Source: an optimization exercise on an open RTL-to-GDS flow (aim: small area, a short achievable clock period and few clock cycles). Production flows keep margins and buffers that such runs may drop.
In this exercise RTL edits were held to simulation tests only and were not proved equivalent to the original.
Power is estimated from default activity; no workload was simulated.

File: flow/config.mk
export PLATFORM = sky130hd
export DESIGN_NAME = pple
export DESIGN_NICKNAME = pple
export VERILOG_FILES = /design/flow/design.v
export SDC_FILE = /design/flow/constraint.sdc
export NUM_CORES = 4
export LEC_CHECK = 0
export CAP_MARGIN = 20
export CORE_MARGIN = 2
export CORE_UTILIZATION = 30
export PLACE_DENSITY = 0.4
export SLEW_MARGIN = 20
File: flow/run.sh
#!/bin/bash
# synth_recipe.tcl (not shown) runs the flow's synth.tcl, then flattens the netlist and writes it again
# the make line also repeats each setting of config.mk as NAME=value (left out here)
make -C /OpenROAD-flow-scripts/flow DESIGN_CONFIG=/design/flow/config.mk WORK_HOME=/design/flow/orfs CLKGATE_MAP_FILE= SYNTH_SCRIPT=/design/flow/synth_recipe.tcl finish
File: flow/design.v
module pple (
    input  wire        clk,
    input  wire        rst,
    input  wire        host_wr,
    input  wire        host_rd,
    input  wire [11:0] host_addr,
    input  wire [31:0] host_wdata,
    output reg  [31:0] host_rdata,
    output wire        busy,
    output reg         mem_req,
    output reg         mem_we,
    output reg  [11:0] mem_addr,
    output reg  [31:0] mem_wdata,
    input  wire        mem_gnt,
    input  wire [31:0] mem_rdata
);
    localparam [13:0] MEM_WORDS = 14'd4096;
    localparam [7:0] OK          = 8'd0;
    localparam [7:0] ERR_CMD     = 8'd1;
    localparam [7:0] ERR_PAL     = 8'd2;
    localparam [7:0] ERR_DEPTH   = 8'd3;
    localparam [7:0] ERR_DIM     = 8'd4;
    localparam [7:0] ERR_PARAM   = 8'd5;
    localparam [7:0] ERR_RANGE   = 8'd6;
    localparam [7:0] ERR_ADDR    = 8'd7;
    localparam [7:0] ERR_OVERLAP = 8'd8;
    localparam [7:0] OP_NOP    = 8'h00;
    localparam [7:0] OP_GETPIX = 8'h01;
    localparam [7:0] OP_SETPIX = 8'h02;
    localparam [7:0] OP_UNPACK = 8'h10;
    localparam [7:0] OP_EXPAND = 8'h11;
    localparam [7:0] OP_NARROW = 8'h12;
    localparam [7:0] OP_THRESH = 8'h13;
    localparam [7:0] OP_MAP    = 8'h20;
    localparam [7:0] OP_MAPM   = 8'h21;
    localparam [3:0] S_IDLE   = 4'd0;
    localparam [3:0] S_CHECK  = 4'd1;
    localparam [3:0] S_SETUP  = 4'd2;
    localparam [3:0] S_SRD    = 4'd3;
    localparam [3:0] S_SRDW   = 4'd4;
    localparam [3:0] S_MRD    = 4'd5;
    localparam [3:0] S_MRDW   = 4'd6;
    localparam [3:0] S_PIX    = 4'd7;
    localparam [3:0] S_WR     = 4'd8;
    localparam [3:0] S_NEXT   = 4'd9;
    localparam [3:0] S_DONE   = 4'd10;
    reg [31:0] cmd_r;
    reg [7:0]  status;
    reg [8:1]  faults;
    reg [31:0] seq;
    reg [31:0] x_r, y_r, val_r, nlev_r;
    reg [31:0] vmap0, vmap1, vmap2, vmap3;
    reg [31:0] src_base, src_w, src_h;
    reg [5:0]  src_d;
    reg [31:0] dst_base, dst_w, dst_h;
    reg [5:0]  dst_d;
    reg        dst_pal;
    reg [31:0] msk_base, msk_w, msk_h;
    reg [7:0]  lut [0:255];
    reg [3:0]  state;
    assign busy = (state != S_IDLE);
    function legal_depth(input [5:0] d);
        legal_depth = (d == 6'd1) || (d == 6'd2) || (d == 6'd4) ||
                      (d == 6'd8) || (d == 6'd16) || (d == 6'd32);
    endfunction
    function [2:0] log2d(input [5:0] d);
        case (d)
            6'd1:    log2d = 3'd0;
            6'd2:    log2d = 3'd1;
            6'd4:    log2d = 3'd2;
            6'd8:    log2d = 3'd3;
            6'd16:   log2d = 3'd4;
            default: log2d = 3'd5;
        endcase
    endfunction
    function [31:0] wpl(input [31:0] w, input [5:0] d);
        reg [37:0] bits;
        begin
            bits = {6'd0, w} << log2d(d);
            bits = bits + 38'd31;
            wpl  = legal_depth(d) ? bits[36:5] : 32'd0;
        end
    endfunction
    function in_mem(input [31:0] base, input [31:0] h, input [31:0] wp);
        reg [25:0] size;
        reg [32:0] last;
        begin
            size = h[12:0] * wp[12:0];
            last = {1'b0, base} + {7'd0, size};
            in_mem = (h[31:13] == 0) && (wp[31:13] == 0) && (last <= {19'd0, MEM_WORDS});
        end
    endfunction
    function overlap(input [31:0] ab, input [31:0] ah, input [31:0] aw,
                     input [31:0] bb, input [31:0] bh, input [31:0] bw);
        reg [25:0] sa, sb;
        begin
            sa = ah[12:0] * aw[12:0];
            sb = bh[12:0] * bw[12:0];
            overlap = ({1'b0, ab} < {1'b0, bb} + {7'd0, sb}) &&
                      ({1'b0, bb} < {1'b0, ab} + {7'd0, sa});
        end
    endfunction
    wire [31:0] src_wpl = wpl(src_w, src_d);
    wire [31:0] dst_wpl = wpl(dst_w, dst_d);
    wire [31:0] msk_wpl = wpl(msk_w, 6'd1);
    wire [7:0] op   = cmd_r[7:0];
    wire [1:0] rs   = cmd_r[9:8];
    wire       flag = cmd_r[8];
    reg decode_ok;
    always @(*) begin
        case (op)
            OP_NOP, OP_UNPACK, OP_EXPAND, OP_MAP, OP_MAPM:
                decode_ok = (cmd_r[31:8] == 0);
            OP_GETPIX, OP_SETPIX:
                decode_ok = (cmd_r[31:10] == 0) && (rs != 2'd3);
            OP_NARROW, OP_THRESH:
                decode_ok = (cmd_r[31:9] == 0);
            default:
                decode_ok = 1'b0;
        endcase
    end
    reg [31:0] r_base, r_w, r_h, r_wpl;
    reg [5:0]  r_d;
    always @(*) begin
        case (rs)
            2'd0:    begin r_base = src_base; r_w = src_w; r_h = src_h; r_d = src_d;  r_wpl = src_wpl; end
            2'd1:    begin r_base = dst_base; r_w = dst_w; r_h = dst_h; r_d = dst_d;  r_wpl = dst_wpl; end
            default: begin r_base = msk_base; r_w = msk_w; r_h = msk_h; r_d = 6'd1;   r_wpl = msk_wpl; end
        endcase
    end
    wire src_dims = (src_w != 0) && (src_h != 0);
    wire dst_dims = (dst_w != 0) && (dst_h != 0);
    wire msk_dims = (msk_w != 0) && (msk_h != 0);
    wire src_in   = in_mem(src_base, src_h, src_wpl);
    wire dst_in   = in_mem(dst_base, dst_h, dst_wpl);
    wire msk_in   = in_mem(msk_base, msk_h, msk_wpl);
    wire r_in     = in_mem(r_base, r_h, r_wpl);
    wire sd_ovl   = overlap(src_base, src_h, src_wpl, dst_base, dst_h, dst_wpl);
    wire dm_ovl   = overlap(dst_base, dst_h, dst_wpl, msk_base, msk_h, msk_wpl);
    reg pair_ok;
    always @(*) begin
        case (op)
            OP_UNPACK: pair_ok = (src_d == 6'd1 && (dst_d == 6'd2 || dst_d == 6'd4 ||
                                                    dst_d == 6'd8 || dst_d == 6'd16)) ||
                                 (src_d == 6'd2 && dst_d == 6'd8);
            OP_EXPAND: pair_ok = (src_d == 6'd2 || src_d == 6'd4) && dst_d == 6'd8;
            OP_NARROW: pair_ok = (src_d == 6'd16) && dst_d == 6'd8;
            default:   pair_ok = (src_d == 6'd8) && (dst_d == 6'd1 || dst_d == 6'd2 ||
                                                     dst_d == 6'd4 || dst_d == 6'd8);
        endcase
    end
    wire [8:0] max_levels = 9'd1 << dst_d[3:0];
    wire thresh_param_bad = (dst_d != 6'd1) &&
                            ((nlev_r < 32'd2) || (nlev_r > {23'd0, max_levels}) || flag);
    reg [7:0] check_code;
    always @(*) begin
        check_code = OK;
        if (!decode_ok)
            check_code = ERR_CMD;
        else begin
            case (op)
                OP_NOP: check_code = OK;
                OP_GETPIX, OP_SETPIX: begin
                    if (!legal_depth(r_d))                      check_code = ERR_DEPTH;
                    else if (r_w == 0 || r_h == 0)              check_code = ERR_DIM;
                    else if (x_r >= r_w || y_r >= r_h)          check_code = ERR_RANGE;
                    else if (!r_in)                             check_code = ERR_ADDR;
                end
                OP_UNPACK, OP_EXPAND, OP_NARROW, OP_THRESH: begin
                    if (!pair_ok)                               check_code = ERR_DEPTH;
                    else if (!src_dims || dst_w != src_w || dst_h != src_h)
                                                                check_code = ERR_DIM;
                    else if (op == OP_THRESH && thresh_param_bad)
                                                                check_code = ERR_PARAM;
                    else if (!src_in || !dst_in)                check_code = ERR_ADDR;
                    else if (sd_ovl)                            check_code = ERR_OVERLAP;
                end
                OP_MAP: begin
                    if (dst_pal)                                check_code = ERR_PAL;
                    else if (dst_d != 6'd8 && dst_d != 6'd32)   check_code = ERR_DEPTH;
                    else if (!dst_dims)                         check_code = ERR_DIM;
                    else if (!dst_in)                           check_code = ERR_ADDR;
                end
                default: begin  
                    if (dst_pal)                                check_code = ERR_PAL;
                    else if (dst_d != 6'd8 && dst_d != 6'd32)   check_code = ERR_DEPTH;
                    else if (!dst_dims || !msk_dims)            check_code = ERR_DIM;
                    else if (!dst_in || !msk_in)                check_code = ERR_ADDR;
                    else if (dm_ovl)                            check_code = ERR_OVERLAP;
                end
            endcase
        end
    end
    wire is_pix  = (op == OP_GETPIX) || (op == OP_SETPIX);
    wire is_map  = (op == OP_MAP) || (op == OP_MAPM);
    wire is_mapm = (op == OP_MAPM);
    wire [2:0]  rd_l   = is_pix ? log2d(r_d) : is_map ? log2d(dst_d) : log2d(src_d);
    wire [2:0]  wr_l   = is_pix ? log2d(r_d) : log2d(dst_d);
    wire [12:0] rd_wpl = is_pix ? r_wpl[12:0] : is_map ? dst_wpl[12:0] : src_wpl[12:0];
    wire [12:0] wr_wpl = is_pix ? r_wpl[12:0] : dst_wpl[12:0];
    wire [17:0] loop_w = is_map ? dst_w[17:0] : src_w[17:0];
    wire [12:0] loop_h = is_map ? dst_h[12:0] : src_h[12:0];
    reg [17:0] xc;           
    reg [12:0] yc;           
    reg [12:0] srow;         
    reg [12:0] drow;         
    reg [12:0] mrow;         
    reg [31:0] sword;        
    reg [31:0] mword;        
    reg [31:0] dword;        
    reg [1:0]  chan;         
    wire [4:0] s_slot = xc[4:0] & (5'h1f >> rd_l);
    wire [4:0] d_slot = xc[4:0] & (5'h1f >> wr_l);
    wire [17:0] s_widx = xc >> (3'd5 - rd_l);
    wire [17:0] d_widx = xc >> (3'd5 - wr_l);
    wire [5:0] s_shift = 6'd32 - ({1'b0, s_slot} + 6'd1 << rd_l);
    wire [5:0] d_shift = 6'd32 - ({1'b0, d_slot} + 6'd1 << wr_l);
    wire [31:0] s_mask = (rd_l == 3'd5) ? 32'hffffffff : ((32'd1 << (6'd1 << rd_l)) - 32'd1);
    wire [31:0] d_mask = (wr_l == 3'd5) ? 32'hffffffff : ((32'd1 << (6'd1 << wr_l)) - 32'd1);
    wire        d_last = (d_slot == (5'h1f >> wr_l)) || (xc == loop_w - 18'd1);
    wire        x_last = (xc == loop_w - 18'd1);
    wire        y_last = (yc == loop_h - 13'd1);
    wire [31:0] spix = (sword >> s_shift) & s_mask;
    wire        m_inside = ({14'd0, xc} < msk_w) && ({19'd0, yc} < msk_h);
    wire        m_bit    = mword[5'd31 - xc[4:0]];
    wire        sel      = !is_mapm || (m_inside && m_bit);
    wire [8:0]  tn      = (dst_d == 6'd1) ? 9'd2 : nlev_r[8:0];
    wire [8:0]  tn1     = tn - 9'd1;
    wire [16:0] tprod   = spix[7:0] * tn1[7:0] + 17'd127;
    wire [16:0] tq_full = (tprod + 17'd1 + (tprod >> 8)) >> 8;
    wire [7:0]  tq      = tq_full[7:0];
    reg [31:0] conv_out;
    always @(*) begin
        case (op)
            OP_UNPACK: begin
                case (spix[1:0])
                    2'd0:    conv_out = vmap0 & d_mask;
                    2'd1:    conv_out = vmap1 & d_mask;
                    2'd2:    conv_out = vmap2 & d_mask;
                    default: conv_out = vmap3 & d_mask;
                endcase
            end
            OP_EXPAND:
                conv_out = (src_d == 6'd2) ? spix * 32'd85 : {24'd0, spix[3:0], spix[3:0]};
            OP_NARROW:
                conv_out = flag ? {24'd0, spix[15:8]} : {24'd0, spix[7:0]};
            default:  
                conv_out = (flag && dst_d == 6'd1) ? {31'd0, ~tq[0]} : {24'd0, tq};
        endcase
    end
    reg  [7:0] lut_in;
    always @(*) begin
        if (wr_l == 3'd5) begin
            case (chan)
                2'd0:    lut_in = sword[31:24];
                2'd1:    lut_in = sword[23:16];
                default: lut_in = sword[15:8];
            endcase
        end else
            lut_in = spix[7:0];
    end
    wire [7:0] lut_out = lut[lut_in];
    wire [31:0] dbase = (d_slot == 5'd0 && (wr_l != 3'd5 || chan == 2'd0)) ?
                        (is_map ? sword : 32'd0) : dword;
    always @(posedge clk) begin
        if (host_wr && !host_rd && !busy && host_addr[11:10] == 2'b10 && !rst)
            lut[host_addr[9:2]] <= host_wdata[7:0];
    end
    always @(posedge clk) begin
        if (rst) begin
            cmd_r    <= 32'd0;
            status   <= 8'd0;
            faults   <= 8'd0;
            seq      <= 32'd0;
            x_r      <= 32'd0;
            y_r      <= 32'd0;
            val_r    <= 32'd0;
            nlev_r   <= 32'd0;
            vmap0    <= 32'd0;
            vmap1    <= 32'd0;
            vmap2    <= 32'd0;
            vmap3    <= 32'd0;
            src_base <= 32'd0;
            src_w    <= 32'd0;
            src_h    <= 32'd0;
            src_d    <= 6'd0;
            dst_base <= 32'd0;
            dst_w    <= 32'd0;
            dst_h    <= 32'd0;
            dst_d    <= 6'd0;
            dst_pal  <= 1'b0;
            msk_base <= 32'd0;
            msk_w    <= 32'd0;
            msk_h    <= 32'd0;
            host_rdata <= 32'd0;
            state    <= S_IDLE;
            mem_req  <= 1'b0;
            mem_we   <= 1'b0;
            mem_addr <= 12'd0;
            mem_wdata <= 32'd0;
            xc       <= 18'd0;
            yc       <= 13'd0;
            srow     <= 13'd0;
            drow     <= 13'd0;
            mrow     <= 13'd0;
            sword    <= 32'd0;
            mword    <= 32'd0;
            dword    <= 32'd0;
            chan     <= 2'd0;
        end else begin
            case (state)
                S_IDLE: begin
                    if (host_rd) begin
                        case (host_addr[11:2])
                            10'h000: host_rdata <= cmd_r;
                            10'h001: host_rdata <= {24'd0, status};
                            10'h002: host_rdata <= {23'd0, faults, 1'b0};
                            10'h003: host_rdata <= seq;
                            10'h004: host_rdata <= x_r;
                            10'h005: host_rdata <= y_r;
                            10'h006: host_rdata <= val_r;
                            10'h007: host_rdata <= nlev_r;
                            10'h008: host_rdata <= vmap0;
                            10'h009: host_rdata <= vmap1;
                            10'h00a: host_rdata <= vmap2;
                            10'h00b: host_rdata <= vmap3;
                            10'h010: host_rdata <= src_base;
                            10'h011: host_rdata <= src_w;
                            10'h012: host_rdata <= src_h;
                            10'h013: host_rdata <= {26'd0, src_d};
                            10'h014: host_rdata <= src_wpl;
                            10'h018: host_rdata <= dst_base;
                            10'h019: host_rdata <= dst_w;
                            10'h01a: host_rdata <= dst_h;
                            10'h01b: host_rdata <= {23'd0, dst_pal, 2'd0, dst_d};
                            10'h01c: host_rdata <= dst_wpl;
                            10'h020: host_rdata <= msk_base;
                            10'h021: host_rdata <= msk_w;
                            10'h022: host_rdata <= msk_h;
                            10'h024: host_rdata <= msk_wpl;
                            default: host_rdata <= (host_addr[11:10] == 2'b10) ? {24'd0, lut[host_addr[9:2]]} : 32'd0;
                        endcase
                    end else if (host_wr) begin
                        case (host_addr[11:2])
                            10'h000: begin
                                cmd_r <= host_wdata;
                                seq   <= seq + 32'd1;
                                state <= S_CHECK;
                            end
                            10'h002: faults   <= faults & ~host_wdata[8:1];
                            10'h004: x_r      <= host_wdata;
                            10'h005: y_r      <= host_wdata;
                            10'h006: val_r    <= host_wdata;
                            10'h007: nlev_r   <= host_wdata;
                            10'h008: vmap0    <= host_wdata;
                            10'h009: vmap1    <= host_wdata;
                            10'h00a: vmap2    <= host_wdata;
                            10'h00b: vmap3    <= host_wdata;
                            10'h010: src_base <= host_wdata;
                            10'h011: src_w    <= host_wdata;
                            10'h012: src_h    <= host_wdata;
                            10'h013: src_d    <= host_wdata[5:0];
                            10'h018: dst_base <= host_wdata;
                            10'h019: dst_w    <= host_wdata;
                            10'h01a: dst_h    <= host_wdata;
                            10'h01b: begin
                                dst_d   <= host_wdata[5:0];
                                dst_pal <= host_wdata[8];
                            end
                            10'h020: msk_base <= host_wdata;
                            10'h021: msk_w    <= host_wdata;
                            10'h022: msk_h    <= host_wdata;
                            default: ;
                        endcase
                    end
                end
                S_CHECK: begin
                    if (check_code != OK) begin
                        status <= check_code;
                        faults[check_code[3:0]] <= 1'b1;
                        state  <= S_IDLE;
                    end else if (op == OP_NOP) begin
                        status <= OK;
                        state  <= S_IDLE;
                    end else
                        state <= S_SETUP;
                end
                S_SETUP: begin
                    chan <= 2'd0;
                    dword <= 32'd0;
                    if (is_pix) begin
                        xc   <= x_r[17:0];
                        yc   <= 13'd0;
                        srow <= r_base[12:0] + y_r[12:0] * r_wpl[12:0];
                        drow <= r_base[12:0] + y_r[12:0] * r_wpl[12:0];
                    end else begin
                        xc   <= 18'd0;
                        yc   <= 13'd0;
                        srow <= is_map ? dst_base[12:0] : src_base[12:0];
                        drow <= dst_base[12:0];
                        mrow <= msk_base[12:0];
                    end
                    state <= S_SRD;
                end
                S_SRD: begin
                    if (s_slot != 5'd0 && !is_pix) begin
                        state <= S_MRD;
                    end else begin
                        mem_req  <= 1'b1;
                        mem_we   <= 1'b0;
                        mem_addr <= srow[11:0] + s_widx[11:0];
                        if (mem_req && mem_gnt) begin
                            mem_req <= 1'b0;
                            state   <= S_SRDW;
                        end
                    end
                end
                S_SRDW: begin
                    sword <= mem_rdata;
                    state <= S_MRD;
                end
                S_MRD: begin
                    if (!is_mapm || !m_inside || xc[4:0] != 5'd0) begin
                        state <= S_PIX;
                    end else begin
                        mem_req  <= 1'b1;
                        mem_we   <= 1'b0;
                        mem_addr <= mrow[11:0] + xc[16:5];
                        if (mem_req && mem_gnt) begin
                            mem_req <= 1'b0;
                            state   <= S_MRDW;
                        end
                    end
                end
                S_MRDW: begin
                    mword <= mem_rdata;
                    state <= S_PIX;
                end
                S_PIX: begin
                    case (op)
                        OP_GETPIX: begin
                            val_r <= spix;
                            state <= S_DONE;
                        end
                        OP_SETPIX: begin
                            dword <= (sword & ~(d_mask << d_shift)) | ((val_r & d_mask) << d_shift);
                            state <= S_WR;
                        end
                        OP_MAP, OP_MAPM: begin
                            if (wr_l == 3'd5) begin
                                case (chan)
                                    2'd0: dword <= sel ? {lut_out, dbase[23:0]} : dbase;
                                    2'd1: dword <= sel ? {dbase[31:24], lut_out, dbase[15:0]} : dbase;
                                    default: dword <= sel ? {dbase[31:16], lut_out, dbase[7:0]} : dbase;
                                endcase
                                chan <= chan + 2'd1;
                                if (chan == 2'd2) begin
                                    chan  <= 2'd0;
                                    state <= S_WR;
                                end
                            end else begin
                                dword <= sel ? ((dbase & ~(32'hff << d_shift)) | ({24'd0, lut_out} << d_shift))
                                             : dbase;
                                state <= d_last ? S_WR : S_NEXT;
                            end
                        end
                        default: begin
                            dword <= dbase | (conv_out << d_shift);
                            state <= d_last ? S_WR : S_NEXT;
                        end
                    endcase
                end
                S_WR: begin
                    mem_req   <= 1'b1;
                    mem_we    <= 1'b1;
                    mem_addr  <= drow[11:0] + d_widx[11:0];
                    mem_wdata <= dword;
                    if (mem_req && mem_gnt) begin
                        mem_req <= 1'b0;
                        mem_we  <= 1'b0;
                        state   <= is_pix ? S_DONE : S_NEXT;
                    end
                end
                S_NEXT: begin
                    if (x_last) begin
                        xc   <= 18'd0;
                        yc   <= yc + 13'd1;
                        srow <= srow + rd_wpl;
                        drow <= drow + wr_wpl;
                        mrow <= mrow + msk_wpl[12:0];
                        state <= y_last ? S_DONE : S_SRD;
                    end else begin
                        xc    <= xc + 18'd1;
                        state <= S_SRD;
                    end
                end
                S_DONE: begin
                    status <= OK;
                    state  <= S_IDLE;
                end
                default: state <= S_IDLE;
            endcase
        end
    end
endmodule
File: flow/constraint.sdc
create_clock -name core_clock -period 17.0 [get_ports {clk}]
set_input_delay 3.4000 -clock core_clock [delete_from_list [all_inputs] [get_ports {clk}]]
set_output_delay 3.4000 -clock core_clock [all_outputs]
set_load 0.01 [all_outputs]
==> impl_metrics.json <==
{
  "drive_gt1_share_pct": 12.9,
  "yosys_warnings": 1,
  "final_common_cell": "nand2_1",
  "avgSynthCellArea_sq_um": 10.0,
  "synthesis.area_sq_um": 202000,
  "die_w_um": 825,
  "core_sq_um": 672000,
  "async_reset_ff_share_pct": 0,
  "final_hold_viol_count": 0,
  "route.detailed.wl_per_inst_um": 37.0,
  "firstDrtPassIters": 9,
  "cts_hold_buf": 0,
  "leakagePower_uw": 0.0823,
  "ys_types": 133,
  "grt_max_degree": 162,
  "worstPathRequired_ns": 17.95,
  "worstMarginPinSlew_ns": 1.25,
  "critPathTopFamily": "compound AO/OA/AOI/OAI gates",
  "tns_ns": 0,
  "min_period_over_period_pct": 96.6,
  "vias": 173000,
  "fin_skew_ns": 0.0761,
  "cts-root-buf": "clkbuf_16",
  "path_buf_inv": 9,
  "power_uw": 16300,
  "critPathSlowestCell": "o21ai_1",
  "cts_tree": "done",
  "power_density_nw_per_um2": 71.3,
  "antenna_found_initial": 87,
  "synth-main-ff-cell": "edfxtp_1",
  "min_period_ns": 16.42,
  "cts_setup_buffers": 0,
  "largest_reg_flops": 2048,
  "clk_pin_slew_ns": 0.06,
  "ys_seq_elements": 2928,
  "status": "finished clean",
  "fillers": 68600,
  "critical_path_class": "flip-flop to flip-flop",
  "fin_util_pct": 34.0,
  "die-area_sq_um": 681000,
  "postSynthCellCount": 20200,
  "cp.arrival_ns": 17.37,
  "final_cell_mix": "nand2_1 (3357), edfxtp_1 (2048), a21oi_1 (1360)",
  "htreeDepth": 5,
  "rsz0062_at_grt": "no",
  "layout.nets": 21700,
  "hpwl_um": 795000,
  "max_cap_viol_count": 0,
  "highest_layer": "met5",
  "layout_setup_ws_ns": 0.579,
  "clk_latency_ns": 1.08,
  "end_kind": "flip-flop",
  "drc": 0,
  "io_pins": 160,
  "drt_wl_total_um": 1090000,
  "worstSetupStartpointType": "flip-flop",
  "die_height_um": 825,
  "ys_seq_area_share_pct": 39.1,
  "io_buffers": 157,
  "synth-edff-count": 2048,
  "path_max_fanout": 17,
  "grt_pass1_wl_um": 1460000,
  "report.final.slew_viol_count": 0,
  "relSlewSlack_pct": 16.1,
  "gp_congestion": 0.986,
  "std_cell_rows": 301,
  "max_freq_mhz": 60.9,
  "wl_met2_um": 480000,
  "irDropWorstVdd_mv": 0.0804,
  "min_path_type": "flip-flop to flip-flop",
  "dr_wl_met3_um": 89600,
  "wl_met1_um": 437000,
  "clock_sink_count": 2928,
  "cpPeakStageDelay_ns": 0.91,
  "setup_violations": 0,
  "areaGrowthSynthToFinish_pct": 13.0,
  "overflow": 0,
  "drt_iter0_drc": 23000,
  "seq_area_sq_um": 79100,
  "cts.path.max_buffers": 4,
  "post-place-ws_ns": 0.694,
  "multiInputGateArea_sq_um": 113000,
  "via_per_inst": 5.90,
  "final_antenna_net_count": 0,
  "cts_buffers": 364,
  "grtUsageTotal_pct": 30.8,
  "start_util_pct": 30.1,
  "grt_pass1_vias": 165000
}
stage by stage:
step	instance area (sq um)	hold WS, ns	cells
4_1_cts	228000	0.454	29300
3_5_place_dp	217000	0.446	28700
2_1_floorplan	202000	0.432	20200
5_1_grt	228000	0.468	29300
6_report	229000	0.453	29400
3_3_place_gp	217000	0.439	28700
report_power, final:
part / leakage [uW] / switching [uW] / internal [uW]
logic: 0.0511 / 581 / 238
clock network: 0.00564 / 3510 / 4330
registers: 0.0255 / 13.7 / 7620
total: 0.0823 / 4110 / 12200
Yosys cell counts (all sizes together), types with 120 or more instances:
library cell,count,area (sq um)
nand3,491,2460
a22oi,262,1980
a211oi,189,1420
and3,253,1580
clkbuf,1058,3970
buf,444,2440
nor4,154,1090
a31oi,166,1040
o22ai,171,1080
fa,725,14500
nor2,1182,4480
xor2,192,1690
inv,1365,5120
dfxtp,880,17600
a21oi,1377,6930
xnor2,277,2440
o21ai,559,2820
and2,224,1400
a221oi,120,1050
o211ai,125,978
mux4,736,16600
nor3,263,1360
nand4,212,1350
mux2i,912,9160
nand2,3387,12700
edfxtp,2048,61500
a21o,171,1280
ha,831,10400
final timing paths:
check | start | to | slack, ns | depth (start not counted)
worst max-delay path | dst_d[2] | faults[4] | 0.58 | 54
worst min-delay path | mword[13] | mword[13] | 0.45 | 2
worst max register to register | dst_d[2] | faults[4] | 0.58 | 54
worst min register to register | mword[13] | mword[13] | 0.45 | 2
area by class of cell:
| class | count | area share (%) |
|---|---|---|
| Clock buffer | 462 | 4.30 |
| Tap cell | 8938 | 4.89 |
| Sequential cell | 2928 | 34.6 |
| Clock inverter | 195 | 0.774 |
| Inverter | 1376 | 2.26 |
| Multi-Input combinational cell | 14400 | 49.4 |
| Timing Repair Buffer | 1029 | 3.67 |
| Antenna cell | 60 | 0.0657 |
cells by family after synthesis:
kind of cell	count (synthesis)	share of synthesized area [%]
other	1	0.00185
adder cells (fa/ha/maj)	1556	12.3
AND/OR/NAND/NOR	6645	14.7
multiplexers	1724	13.1
flip-flops	2928	39.1
XOR/XNOR	469	2.04
buffers and inverters	2878	5.72
AO/OA/AOI/OAI	3998	13.0
per-layer routing:
metal  GRT usage [%]  vias up
li1                -    73000
met1            40.0    89000
met2            47.6     9061
met3            5.89     2156
met4            18.6       24
met5               0        -
worst min-delay path: cells and delay by family (launching register included):
family	cells	cell delay (ns)
AOI/OAI and AO/OA	1	0.05
and+or+nand+nor	1	0.05
DFF	1	0.31
what timing repair did:
| action | 4_1_cts | 5_1_grt |
|---|---|---|
| endpoints found under the hold margin | 0 | 0 |
| gates resized for setup | 0 | 3 |
| endpoints found under the setup margin | 0 | 4 |
Testbench counts, summed over its fixed seeds: cycles 1,343,934.

==> static timing again, ports no longer ideal <==
The flow's constraints put no driver on any port. The routed layout listed below was extracted and timed again, unchanged, in two steps. Step 1, drivers: a clkbuf_16 drives clk and a buf_2 each remaining input, both assumed. Step 2 also shifts input and output timing later by t, the mid clock arrival at the registers, as if the neighbouring blocks saw the same clock. Three values: no drivers, after step 1, after step 2; two values: the first two.
t, ns: 1.167
setup slack, ns: 0.579 / 0.579 / 0.579
worst setup path at the end: register to register
After both steps setup and hold are still met in this run. For this run, drivers alone change the setup slack by 0.000 ns; drivers and shift together by 0.000 ns.
